From an optimization exercise on the open Yosys and OpenROAD flow, aimed at small area and few clock cycles; shortcuts taken in it are not production practice.
Where RTL was checked, it was by simulation tests only, not by an equivalence proof against the original.
Power is estimated from default activity; no workload was simulated.

Setup of v40:
// sponge_engine
module sponge_engine (
    input  wire          clk,
    input  wire          rst,
    input  wire          cmd_valid,
    output wire          cmd_ready,
    input  wire [31:0]   cmd_hdr,
    input  wire          din_valid,
    output wire          din_ready,
    input  wire [126:0]  din_data,
    output wire          rsp_valid,
    input  wire          rsp_ready,
    output wire [31:0]   rsp_word,
    output wire          dout_valid,
    input  wire          dout_ready,
    output wire [126:0]  dout_data,
    output wire          dout_last,
    output wire          preq_valid,
    input  wire          preq_ready,
    output wire [507:0]  preq_state,
    input  wire          prsp_valid,
    output wire          prsp_ready,
    input  wire [507:0]  prsp_state,
    output wire          st_busy,
    output wire [2:0]    st_fault,
    output wire [4:0]    st_io_count,
    output wire [4:0]    st_pattern_len,
    output wire [5:0]    st_out_len
);
    localparam FB = 127;
    localparam [2:0] IDLE = 3'd0,
  ...
For scale: about 5100 flip-flops, about 1400 I/O pins.
export LEC_CHECK = 0
export CAP_MARGIN = 20
export CORE_MARGIN = 2
export CORE_UTILIZATION = 40
export SLEW_MARGIN = 20
create_clock -name core_clock -period 14.0 [get_ports {clk}]
standard.sh (not shown) runs the stock make flow with config.mk's settings and CLKGATE_MAP_FILE= SYNTH_SCRIPT=/design/flow/synth_recipe.tcl, a recipe that flattens the netlist after the stock synthesis.
==> flow/flow/run.sh <==
#!/bin/bash
# Layout flow: the standard flow with buf_1 port buffers and a lighter clock tree.
set -e
export BUFFER_PORTS_ARGS="-buffer_cell sky130_fd_sc_hd__buf_1"
export CTS_ARGS="-sink_clustering_enable -repair_clock_nets -dont_use_dummy_load -buf_list {sky130_fd_sc_hd__clkbuf_4 sky130_fd_sc_hd__clkbuf_8} -sink_clustering_size 14 -sink_clustering_max_diameter 60"
bash standard.sh > standard.log 2>&1
[inputs] v47 vs v40
==> flow/run.sh (new file) <==
#!/bin/bash
# synth_recipe.tcl (not shown) runs the flow's synth.tcl, then flattens the netlist and writes it again
# the make line also repeats each setting of config.mk as NAME=value (left out here)
make -C /OpenROAD-flow-scripts/flow DESIGN_CONFIG=/design/flow/config.mk WORK_HOME=/design/flow/orfs CLKGATE_MAP_FILE= SYNTH_SCRIPT=/design/flow/synth_recipe.tcl finish
removed: flow/flow/run.sh
removed: flow/standard.sh
v47 has completed all stages; timing, DRC and antenna checks passed. Diff v40 -> v47 | part of the total power dissipated in sequential elements | decrease of 14 points. v47 against v40; number of buffers created by CTS is up by more than 10%. Route | v47 vs v40 | wire longer in v47. Going from v40 to v47, initial antenna violation count now smaller; register fraction of the total cell area now smaller; first-iteration DRC count now larger; global-route usage over all layers now larger.
The inputs of v9 differ from those of v47 as listed below.
==> flow/flow/run.sh (new file) <==
#!/bin/bash
# Layout flow: the standard flow with buf_1 port buffers and a lighter clock tree.
set -e
export BUFFER_PORTS_ARGS="-buffer_cell sky130_fd_sc_hd__buf_1"
export CTS_ARGS="-sink_clustering_enable -repair_clock_nets -dont_use_dummy_load -buf_list sky130_fd_sc_hd__clkbuf_8"
bash standard.sh > standard.log 2>&1
==> flow/standard.sh (new file) <==
#!/bin/bash
# synth_recipe.tcl (not shown) runs the flow's synth.tcl, then flattens the netlist and writes it again
# the make line also repeats each setting of config.mk as NAME=value (left out here)
make -C /OpenROAD-flow-scripts/flow DESIGN_CONFIG=/design/flow/config.mk WORK_HOME=/design/flow/orfs CLKGATE_MAP_FILE= SYNTH_SCRIPT=/design/flow/synth_recipe.tcl "${@:-finish}"
removed: flow/run.sh
==> comparison <==
Count of clock-buffer cells in the layout (v9 / v47): 1.05. Looking at area growth from synthesis to final layout, v9 sits 9.6 points below v47. Max part of the cycle the worst path needs across v9 and v47: v47. v9 vs. v47: sequential power roughly the same, sequential share of layout area rose by 4.4 points.
No functional check of the RTL was part of any run of this note.

========
build 71:
Another version of the RTL of sponge_engine (not shown whole).
For scale: ~12000 cells after synthesis, roughly 5000 flip-flops, about 150000 um^2 of cells after synthesis.
==> flow/config.mk <==
export PLATFORM = sky130hd
export DESIGN_NAME = sponge_engine
export DESIGN_NICKNAME = sponge_engine
export VERILOG_FILES = /design/flow/design.v
export SDC_FILE = /design/flow/constraint.sdc
export NUM_CORES = 8
export LEC_CHECK = 0
export CAP_MARGIN = 20
export CORE_MARGIN = 2
export CORE_UTILIZATION = 40
export GPL_ROUTABILITY_DRIVEN = 0
export SLEW_MARGIN = 20
==> flow/constraint.sdc <==
create_clock -name core_clock -period 14.0 [get_ports {clk}]
set_input_delay 2.8000 -clock core_clock [delete_from_list [all_inputs] [get_ports {clk}]]
set_output_delay 2.8000 -clock core_clock [all_outputs]
set_load 0.01 [all_outputs]
==> flow/flow/run.sh <==
#!/bin/bash
# Layout flow: the standard flow with buf_1 port buffers and a lighter clock tree.
set -e
export BUFFER_PORTS_ARGS="-buffer_cell sky130_fd_sc_hd__buf_1"
export CTS_ARGS="-sink_clustering_enable -repair_clock_nets -dont_use_dummy_load -buf_list sky130_fd_sc_hd__clkbuf_4 -sink_clustering_size 10 -sink_clustering_max_diameter 40"
bash standard.sh > standard.log 2>&1
Testbench counts of build 71, summed over its fixed seeds: cycles 10,061.
diff inputs: build 71 => build 64
Settings: GPL_ROUTABILITY_DRIVEN no longer set, was 0.
Notes after the runs:
Build 64 went all the way through the flow, and no timing, DRC or antenna check failed. Build 64 and build 71 ended up with nearly the same total power of the final layout. Core utilization essentially unchanged between build 71 and build 64. Between build 64 and build 71, the final instance count without filler cells figures differ only marginally. On net switching share of the total power, build 71 tracks build 64 almost exactly. Sort build 64 and build 71 by final-layout fill cell count, descending, and build 64 comes first. In the tables for build 64 and build 71, total detailed-routing wirelength reads lower with build 71.
diff inputs: build 64 => build 72
==> flow/flow/run.sh <==
#!/bin/bash
# Layout flow: the standard flow with buf_1 port buffers and a lighter clock tree.
set -e
export BUFFER_PORTS_ARGS="-buffer_cell sky130_fd_sc_hd__buf_1"
export CTS_ARGS="-sink_clustering_enable -repair_clock_nets -dont_use_dummy_load -buf_list {sky130_fd_sc_hd__clkbuf_4 sky130_fd_sc_hd__clkbuf_8} -sink_clustering_size 12 -sink_clustering_max_diameter 45"
bash standard.sh > standard.log 2>&1
Build 64 has a higher clock-buffer cell count than build 72. Proportion of cell area occupied by multi-input gates sits lower in build 72 than in build 64. Relative contribution of combinational cells to total power in build 72 vs build 64: down 1.0 points. Taking build 64 as the reference, in build 72 total I/O pin count about even; worst setup slack after layout dropped 0.099 ns. Build 64 -> build 72: non-filler instance count after layout decreased slightly. [compare] base=build 64 new=build 72: upper clock frequency limit saw a decrease; headroom to the max-slew limit saw an increase; detailed-router iteration count before antenna repair saw a decrease. Wire length of the first global-routing pass of build 72 is on par with build 64.
diff inputs: build 72 => build 10
Settings: putting PLACE_DENSITY at 0.75 where nothing was set.
==> flow/flow/run.sh <==
#!/bin/bash
# Layout flow: the standard flow with buf_1 port buffers and a lighter clock tree.
set -e
export BUFFER_PORTS_ARGS="-buffer_cell sky130_fd_sc_hd__buf_1"
export CTS_ARGS="-sink_clustering_enable -repair_clock_nets -dont_use_dummy_load -buf_list sky130_fd_sc_hd__clkbuf_4 -sink_clustering_size 10 -sink_clustering_max_diameter 40"
bash standard.sh > standard.log 2>&1
### Flow results
Across both runs, switching fraction of total power was higher for build 10 than for build 72. Compared with build 72, build 10 shows global-route track usage on met2 higher by 0.76 points. Changes observed in build 10 relative to build 72: global-route wire length before repair +about 2.4%; setup slack dropped 0.12 ns; fraction of power consumed by the clock network moved down. Per the comparison of build 10 with build 72, count of placed standard cells in the final layout, fillers left out went up; placement-stage cell area did not really move; via count went up; clock skew after layout went up. Against build 72, build 10 comes in 210 uW lower on net load switching power.

========
Setup of juniper:
sponge_engine again, from the RTL that the note above started with.
Design sponge_engine, start of the top module:
module sponge_engine (
    input  wire          clk,
    input  wire          rst,
    input  wire          cmd_valid,
    output wire          cmd_ready,
    input  wire [31:0]   cmd_hdr,
    input  wire          din_valid,
    output wire          din_ready,
    input  wire [126:0]  din_data,
    output wire          rsp_valid,
    input  wire          rsp_ready,
    output wire [31:0]   rsp_word,
    output wire          dout_valid,
    input  wire          dout_ready,
    output wire [126:0]  dout_data,
    output wire          dout_last,
    output wire          preq_valid,
    input  wire          preq_ready,
    output wire [507:0]  preq_state,
    input  wire          prsp_valid,
    output wire          prsp_ready,
    input  wire [507:0]  prsp_state,
    output wire          st_busy,
    output wire [2:0]    st_fault,
    output wire [4:0]    st_io_count,
    output wire [4:0]    st_pattern_len,
    output wire [5:0]    st_out_len
);
Settings: LEC_CHECK=0, CAP_MARGIN=10, CORE_MARGIN=2, CORE_UTILIZATION=40, PLACE_DENSITY=0.75, SLEW_MARGIN=10; clock period 14.0 ns.
==> flow/flow/run.sh <==
#!/bin/bash
# Layout flow: the standard flow with buf_1 port buffers and a lighter clock tree.
set -e
export BUFFER_PORTS_ARGS="-buffer_cell sky130_fd_sc_hd__buf_1"
export CTS_ARGS="-sink_clustering_enable -repair_clock_nets -dont_use_dummy_load -buf_list sky130_fd_sc_hd__clkbuf_4 -sink_clustering_size 10 -sink_clustering_max_diameter 40"
bash standard.sh > standard.log 2>&1
juniper reached the final stage; the timing, DRC and antenna checks on its layout passed.
Testbench counts of juniper, summed over its fixed seeds: cycles 10,061.
--- input diff juniper..pepper ---
# juniper
export LEC_CHECK = 0
export CAP_MARGIN = 10
export CORE_MARGIN = 2
export CORE_UTILIZATION = 40
export PLACE_DENSITY = 0.75
export SLEW_MARGIN = 10
create_clock -name core_clock -period 14.0 [get_ports {clk}]
# pepper
export LEC_CHECK = 0
export CAP_MARGIN = 10
export CORE_MARGIN = 2
export CORE_UTILIZATION = 40
export SLEW_MARGIN = 10
create_clock -name core_clock -period 14.0 [get_ports {clk}]
Findings:
Between juniper and pepper, the power does not differ in any meaningful way.
juniper and pepper ended up with roughly the same switching power as a share of total power.
Between juniper and pepper, the flow reports number of clock buffers in the layout increasing by a few percent.
Worst setup slack before clock tree synthesis (pepper over juniper): decrease, 0.36 ns
pepper vs juniper on worst hold margin: pepper is the lower one.
Comparing pepper against juniper, there is no change at all in final sequential cell count.
For sierra, these inputs were changed with respect to pepper:
# pepper
export LEC_CHECK = 0
export CAP_MARGIN = 10
export CORE_MARGIN = 2
export CORE_UTILIZATION = 40
export SLEW_MARGIN = 10
create_clock -name core_clock -period 14.0 [get_ports {clk}]
# sierra
export LEC_CHECK = 0
export CAP_MARGIN = 20
export CORE_MARGIN = 2
export CORE_UTILIZATION = 40
export SLEW_MARGIN = 20
create_clock -name core_clock -period 14.0 [get_ports {clk}]
--- a/flow/flow/run.sh
+++ b/flow/flow/run.sh
@@ -5 +5 @@
-export CTS_ARGS="-sink_clustering_enable -repair_clock_nets -dont_use_dummy_load -buf_list sky130_fd_sc_hd__clkbuf_4 -sink_clustering_size 10 -sink_clustering_max_diameter 40"
+export CTS_ARGS="-sink_clustering_enable -repair_clock_nets -dont_use_dummy_load -buf_list {sky130_fd_sc_hd__clkbuf_4 sky130_fd_sc_hd__clkbuf_8} -sink_clustering_size 14 -sink_clustering_max_diameter 60"
## What came out
sierra: full flow OK, the timing, DRC and antenna checks passed
Share of cell area taken by multi-input logic gates: sierra lower than pepper
sierra vs. pepper: global-route wire length before repair went down 0.45%, number of antenna violations at the first check in global routing shows an increase of about 4%.

========
== red ==
sponge_engine, a different RTL version from the one above (not shown whole).
Size in the first run: roughly 160000 µm² of cells after synthesis.
==> flow/config.mk <==
export PLATFORM = sky130hd
export DESIGN_NAME = sponge_engine
export DESIGN_NICKNAME = sponge_engine
export VERILOG_FILES = /design/flow/design.v
export SDC_FILE = /design/flow/constraint.sdc
export NUM_CORES = 8
export LEC_CHECK = 0
export CAP_MARGIN = 20
export CORE_MARGIN = 2
export CORE_UTILIZATION = 40
export SLEW_MARGIN = 20
==> flow/constraint.sdc <==
create_clock -name core_clock -period 14.0 [get_ports {clk}]
set_input_delay 2.8000 -clock core_clock [delete_from_list [all_inputs] [get_ports {clk}]]
set_output_delay 2.8000 -clock core_clock [all_outputs]
set_load 0.01 [all_outputs]
==> flow/flow/run.sh <==
#!/bin/bash
# Layout flow: the standard flow with buf_1 port buffers and a lighter clock tree.
set -e
export BUFFER_PORTS_ARGS="-buffer_cell sky130_fd_sc_hd__buf_1"
export CTS_ARGS="-sink_clustering_enable -repair_clock_nets -dont_use_dummy_load -buf_list sky130_fd_sc_hd__clkbuf_8 -sink_clustering_size 20 -sink_clustering_max_diameter 50"
bash standard.sh > standard.log 2>&1
Edits applied to the flow inputs when going from red to blue:
==> flow/flow/run.sh <==
#!/bin/bash
# Layout flow: the standard flow with buf_1 port buffers and a lighter clock tree.
set -e
export BUFFER_PORTS_ARGS="-buffer_cell sky130_fd_sc_hd__buf_1"
export CTS_ARGS="-sink_clustering_enable -repair_clock_nets -dont_use_dummy_load -buf_list sky130_fd_sc_hd__clkbuf_4 -sink_clustering_size 10 -sink_clustering_max_diameter 40"
bash standard.sh > standard.log 2>&1
### Flow results
- When blue is set beside red, its headroom to the max-slew limit turns out to be 0.46 points smaller.
- Fraction of the core area covered by cells at the end of the flow delta (red -> blue): insignificant
- Diff red -> blue: post-route cell area closely matched the old numbers; met2 usage in global routing rose 0.41 points; clock group total power went down by about 5.6%; global-route track usage on met3 now larger; number of cells on the critical path went up 1.
- Compared to red, blue has power 1.3% lower.
- On portion of the layout cell area used by non-clock buffers, blue and red are neck and neck.
- | per-cell routed wire length | blue vs red | 0.84% lower |
- Worst setup slack came out higher on blue than on red.
The inputs of green differ from those of blue as listed below.
==> flow/flow/run.sh <==
#!/bin/bash
# Layout flow: the standard flow with buf_1 port buffers and a lighter clock tree.
set -e
export BUFFER_PORTS_ARGS="-buffer_cell sky130_fd_sc_hd__buf_1"
export CTS_ARGS="-sink_clustering_enable -repair_clock_nets -dont_use_dummy_load -buf_list {sky130_fd_sc_hd__clkbuf_4 sky130_fd_sc_hd__clkbuf_8} -sink_clustering_size 14 -sink_clustering_max_diameter 60"
bash standard.sh > standard.log 2>&1
--- outcome ---
Cmp blue and green / part of the power in the clock network / higher: green. green vs blue: area growth from synthesis to layout up in green. Power share of the combinational group in green vs blue: down 0.4 points. green gives less combinational group power than blue did. Any difference in sequential standard cell area between green and blue is small enough to ignore.
Function was not checked in any run of this note: the RTL went through the layout flow alone.

## static timing again, ports no longer ideal
The results above use ideal ports. As a check the final layouts listed here were re-extracted and re-timed, cells and wires unchanged. Step 1 sets driving cells, clkbuf_16 on the clock port and buf_2 on the other inputs (assumed; they add their load-dependent delay and slew). Step 2 adds t to the input delays and takes it off the output delays; t is the mean of the earliest and latest rising clock arrival at the registers after step 1. Input paths then give back, and output paths get back, about the clock's delay inside the block. a / b / c = ideal / step 1 / step 2; a / b = the first two.
run	shift t [ns]	slack for setup (ns)	hold slack, ns	worst setup path at the end	cell pins on the clock port's net
v40	1.232	1.181 / 1.181 / 0.238	0.193 / 0.193 / 0.193	input to register	1
v47	1.147	0.570 / 0.570 / -0.398	0.265 / 0.265 / 0.265	input to register	1
v9	1.329	1.254 / 1.231 / 0.268	0.229 / 0.229 / 0.229	input to register	1
build 71	1.757	0.296 / 0.170 / 0.323	0.204 / 0.204 / 0.204	input to register	1
build 64	1.725	0.372 / 0.244 / 0.505	0.113 / 0.113 / 0.113	input to output	1
build 72	1.314	0.273 / 0.144 / 0.239	0.242 / 0.242 / 0.242	input to output	1
build 10	1.675	0.150 / 0.028 / 0.412	0.209 / 0.209 / 0.209	input to output	1
juniper	1.632	0.164 / 0.053 / 0.155	0.244 / 0.244 / 0.244	input to register	1
pepper	1.726	0.327 / 0.198 / 0.353	0.174 / 0.174 / 0.174	input to output	1
sierra	1.218	0.304 / 0.180 / 0.221	0.238 / 0.238 / 0.238	input to output	1
red	1.210	0.157 / 0.136 / 0.136	0.249 / 0.249 / 0.249	input to output	1
blue	1.724	0.238 / 0.196 / 0.215	0.257 / 0.257 / 0.257	input to output	1
green	1.258	0.165 / 0.145 / 0.145	0.247 / 0.247 / 0.247	input to output	1
With both steps, setup timing fails in v47, where it was met with ideal ports. For v9, which loses most, drivers alone change the setup slack by -0.023 ns; drivers and shift together by -0.986 ns.
